From an optimization exercise on the open Yosys and OpenROAD flow, aimed at small area; shortcuts taken in it are not production practice.
The RTL was checked by simulation tests, not by an equivalence proof against the original design.

--- flow/config.mk ---
export PLATFORM = sky130hd
export DESIGN_NAME = audio_engine
export DESIGN_NICKNAME = audio_engine
export VERILOG_FILES = /design/flow/design.v
export SDC_FILE = /design/flow/constraint.sdc
export NUM_CORES = 4
export LEC_CHECK = 0
export CAP_MARGIN = 20
export CORE_MARGIN = 2
export CORE_UTILIZATION = 40
export PLACE_DENSITY = 0.6
export SLEW_MARGIN = 20
--- flow/constraint.sdc ---
create_clock -name core_clock -period 30.0 [get_ports {clk}]
set_input_delay 6.0000 -clock core_clock [delete_from_list [all_inputs] [get_ports {clk}]]
set_output_delay 6.0000 -clock core_clock [all_outputs]
set_load 0.01 [all_outputs]
--- flow/design.v ---
module audio_engine (
    input  wire        clk,
    input  wire        rst,          
    input  wire        set_mode,
    input  wire [1:0]  mode_in,      
    input  wire        set_volume,
    input  wire [7:0]  volume_in,
    input  wire        tick,
    input  wire [1:0]  src,          
    input  wire [11:0] adc0,
    input  wire [11:0] adc1,
    input  wire        tone_phase,   
    output reg  [11:0] dac_out,
    output reg  [9:0]  pwm_duty,
    output reg         pwm_en,
    output reg         tone_stop,    
    output reg         halted,
    output reg         tick_done
);
    localparam [10:0] PWM_PERIOD = 11'd1000;
    localparam [11:0] DAC_MID    = 12'd2048;
    localparam [10:0] DAC_HALF   = 11'd2047;
    localparam [10:0] PMID       = PWM_PERIOD / 2;
    localparam [10:0] PHALF      = PMID - 11'd1;
    localparam [1:0] M_OFF = 2'd0, M_PASS = 2'd1;
    reg [1:0]  mode;
    reg [7:0]  volume;
    reg        t_valid;
    reg [1:0]  t_mode;
    reg [7:0]  t_vol;
    reg        t_ph;
    reg [11:0] t_adc0, t_adc1;
    wire [12:0] sum       = {1'b0, t_adc0} + {1'b0, t_adc1};
    wire [23:0] sum_scl   = sum * PWM_PERIOD;
    wire [10:0] pduty_raw = sum_scl[23:13];
    wire [10:0] pduty     = (pduty_raw < 11'd1) ? 11'd1 :
                            (pduty_raw > PWM_PERIOD - 11'd1) ? PWM_PERIOD - 11'd1 : pduty_raw;
    wire [18:0] off_num   = DAC_HALF * t_vol;
    wire [10:0] off       = off_num / 19'd255;
    wire [11:0] tdac      = t_ph ? (DAC_MID + {1'b0, off}) : (DAC_MID - {1'b0, off});
    wire [21:0] poff_num  = off * PHALF;
    wire [10:0] poff      = poff_num / 22'd2047;
    wire [11:0] tduty_raw = t_ph ? ({1'b0, PMID} + {1'b0, poff}) : ({1'b0, PMID} - {1'b0, poff});
    wire [11:0] tduty     = (tduty_raw < 12'd1) ? 12'd1 :
                            (tduty_raw > {1'b0, PWM_PERIOD} - 12'd1) ? {1'b0, PWM_PERIOD} - 12'd1 : tduty_raw;
    always @(posedge clk) begin
        if (rst) begin
            mode      <= M_OFF;
            volume    <= 8'd0;
            pwm_en    <= 1'b0;
            tone_stop <= 1'b0;
            halted    <= 1'b0;
            t_valid   <= 1'b0;
            tick_done <= 1'b0;
        end else begin
            tone_stop <= 1'b0;
            tick_done <= 1'b0;
            t_valid   <= 1'b0;
            if (!halted) begin
                if (tick) begin
                    if (src != 2'd0) begin
                        halted <= 1'b1;
                    end else begin
                        t_valid <= 1'b1;
                        t_mode  <= mode;
                        t_vol   <= volume;
                        t_ph    <= tone_phase;
                        t_adc0  <= adc0;
                        t_adc1  <= adc1;
                    end
                end
                if (set_mode && !(tick && src != 2'd0)) begin
                    if (mode_in != mode) begin
                        tone_stop <= 1'b1;
                        mode      <= mode_in;
                        pwm_en    <= (mode_in != M_OFF);
                    end
                end
                if (set_volume && !(tick && src != 2'd0))
                    volume <= volume_in;
            end
            if (t_valid) begin
                tick_done <= 1'b1;
                if (t_mode == M_PASS) begin
                    dac_out  <= sum[12:1];
                    pwm_duty <= pduty[9:0];
                end else if (t_mode != M_OFF) begin
                    dac_out  <= tdac;
                    pwm_duty <= tduty[9:0];
                end
            end
        end
    end
endmodule
--- flow/run.sh ---
#!/bin/bash
# synth_recipe.tcl (not shown) runs the flow's synth.tcl, then flattens the netlist and writes it again
# the make line also repeats each setting of config.mk as NAME=value (left out here)
make -C /OpenROAD-flow-scripts/flow DESIGN_CONFIG=/design/flow/config.mk WORK_HOME=/design/flow/orfs CLKGATE_MAP_FILE= SYNTH_SCRIPT=/design/flow/synth_recipe.tcl finish
==> results.yml <==
hold_path:
  hold_path_depth: 0
  min_to: "t_vol[2]"
  min-delay-start: "volume[2]"
  hold_path_class: "flip-flop to flip-flop"
routing:
  wl_um: 44500
  ant_nets: 0
  wire_per_inst_um: 17.8
  firstDrtPassIters: 5
  first_iter_violations: 1105
  viasPerCell: 5.98
  drc: 0
  vias: 15000
clock_tree:
  cts_buffers: 9
  cts_resized: 0
  clock_latency_ns: 0.34
  clkTransAtPathRegs_ns: 0.06
  cts-htree-levels: 3
  cts.path.max_buffers: 2
  root_buffer: "clkbuf_16"
  ctsHoldBuffers: 0
  cts_setup_buffers: 0
  cts_tree: "done"
  numClockSinks: 72
placement:
  place_area_um2: 17600
  place.gp.congestion: 0.936
  dp_hpwl_um: 36500
  io_buffer_count: 67
  dp.cells: 2488
sta:
  fmax_ghz: 0.0368
  hold_viol: 0
  max_slew_margin: 0.298
  setup_viol: 0
  final.setup.tns_ns: 0
  final.period_utilization: 0.906
  slew_viol_final: 0
  rsz0062_at_grt: "no"
  period_needed_ns: 27.19
  skew_ns: 0.0107
  tightestPinTransition_ns: 1.04
worst_setup_path:
  timing.critical_path.buf_inv: 6
  slowest_delay_ns: 0.86
  cp_top_family: "compound AO/OA/AOI/OAI gates"
  r2r_cells: 92
  path_common_cell: "ha_1"
  cp_max_fo: 18
  worstPathArrival_ns: 27.28
  worstSetupStartpointType: "flip-flop"
  ff2ff_setup_slack_ns: 2.81
  cpMaxStageDelayCell: "o311ai_1"
  rr_endpoint: "pwm_duty[2]"
  r2r-start: "t_vol[5]"
  cp-end-kind: "flip-flop"
  path_class: "flip-flop to flip-flop"
  crit_required_ns: 30.09
synth:
  synth_top_flop_cell: "edfxtp_1"
  avgSynthCellArea_um2: 8.49
  ys_ff_latch: 72
  synth_seq_area_share: 0.123
  yosys_warnings: 1
  synth_nets: 2249
  synthArstFlopShare: 0
  synth_edf_count: 57
  yosysUniqueCellTypes: 133
  synth.area.top_cells: "ha_1 13%, fa_1 13%, edfxtp_1 10%"
  synth_top_area_frac: 0.130
  syn_area_um2: 16400
  synth.largest_area_cell: "ha_1"
  synthCells: 1932
die:
  die_h_um: 207
  io_pins: 68
  die_w_um: 207
  coreArea_um2: 40600
  row_count: 74
  die_area_um2: 42700
  start_util: 0.404
final_layout:
  stdcell_count: 2504
  drive_above_1_share: 0.0827
  antenna_cells: 0
  nets: 2284
  syn2layout_area_growth_pct: 8.75
  final_cell_area_um2: 17800
global_route:
  grt_antenna_before_repair: 0
  grt_pass1_wl_um: 73200
  overflow: 0
  grt_pass1_vias: 14500
  grt_max_degree: 36
  grt.total_usage: 0.207
flow_run:
  cap_violations: 0
outcome:
  status: "complete, no violations"
## cell usage after synthesis (10+ instances only)
cell type  count
o31ai_1       14
clkbuf_1      23
xor2_1        34
or3_1         22
inv_1        193
o31a_1        10
o211a_1       16
nand2_1      126
o21bai_1      16
ha_1         170
buf_2         14
a211oi_1      16
and3_1        27
o21ai_2       10
nor4_1        14
nor3_1        55
o21a_1        28
edfxtp_1      57
nor2_1       116
a21oi_1      124
nand3_1       63
dfxtp_1       15
and4_1        12
nand2b_1      13
fa_1         105
or2_2         12
nor2b_1       13
a31oi_1       29
mux2i_1       20
xnor2_1       72
o22ai_1       10
o211ai_1      35
and2_1        29
o21ai_0       59
nand4_1       31
o21ai_1       31
a21o_1        28
## worst max-delay path by stage
stage | cells past startpoint | start | slack (ns) | end
floorplan | 94 | t_vol[6] | 7.17 | pwm_duty[1]
global placement | 94 | t_vol[6] | 3.77 | pwm_duty[2]
detailed placement | 92 | t_vol[5] | 3.28 | pwm_duty[1]
CTS | 92 | t_vol[6] | 3.14 | pwm_duty[1]
global route | 94 | t_vol[6] | 0.58 | pwm_duty[2]
finish | 92 | t_vol[5] | 2.81 | pwm_duty[2]
## flip-flops by register name (all words and copies together) (netlist names), 2 cells and up
| register | flops |
|---|---|
| dac_out | 12 |
| mode | 2 |
| pwm_duty | 10 |
| t_adc0 | 12 |
| t_adc1 | 12 |
| t_mode | 2 |
| t_vol | 8 |
| volume | 8 |
## layout by cell type, fill, tap and decap left out, types with 34 or more instances in the layout
master,n
o21ai_0,59
fa_1,105
nand2_1,126
edfxtp_1,57
clkdlybuf4s50_1,67
nor3_1,55
ha_1,170
inv_1,193
o211ai_1,35
nor2_1,116
nand3_1,63
a21oi_1,124
xnor2_1,72
xor2_1,34
## cells by family after synthesis
group / share of synthesized area
adder cells (fa/ha/maj): 0.259
AO/OA/AOI/OAI: 0.268
flip-flops: 0.123
buffers and inverters: 0.0589
AND/OR/NAND/NOR: 0.208
multiplexers: 0.0223
XOR/XNOR: 0.0609
## routing by layer
| metal | vias to the layer above | wire [um] | GRT usage | share of wire |
|---|---|---|---|---|
| li1 | 7259 | - | - | - |
| met5 | - | 0 | 0 | 0 |
| met2 | 441 | 20600 | 0.350 | 0.46 |
| met4 | 0 | 810 | 0.0441 | 0.018 |
| met1 | 7212 | 21000 | 0.290 | 0.47 |
| met3 | 66 | 2120 | 0.0148 | 0.048 |
## stage by stage
| stage | setup WS [ns] | hold slack [ns] | util |
|---|---|---|---|
| floorplan | 7.17 | 0.408 | - |
| global placement | 3.77 | 0.422 | 0.432 |
| detailed placement | 3.28 | 0.419 | 0.432 |
| CTS | 3.14 | 0.437 | 0.439 |
| global route | 0.584 | 0.446 | 0.439 |
| finish | 2.81 | 0.430 | 0.439 |
## final cells by class
class                   instances  area [um^2]
clock buffers                  10          229
clock inverters                 6         67.6
fillers                      3980        22800
inverters                     196          738
multi-input cells            1618        13400
flip-flops and latches         72         2010
well taps                     532          666
repair buffers                 70          693

==> afterwards: timing with drivers on the ports <==
The results above use ideal ports. As a check the final layout listed here was re-extracted and re-timed, cells and wires unchanged.
Step 1 assumes that a clkbuf_16 drives the clock port and a buf_2 every other input.
Step 2 also shifts input and output timing later by t, the mid clock arrival at the registers, as if the neighbouring blocks saw the same clock.
a / b / c = no drivers / after step 1 / after step 2; a / b = the first two.
t (ns): 0.364
slack for setup (ns): 2.812 / 2.812 / 2.812
hold WS [ns]: 0.430 / 0.430 / 0.430
After both steps setup and hold are still met in this run. For this run, drivers alone change the setup slack by 0.000 ns; drivers and shift together by 0.000 ns.
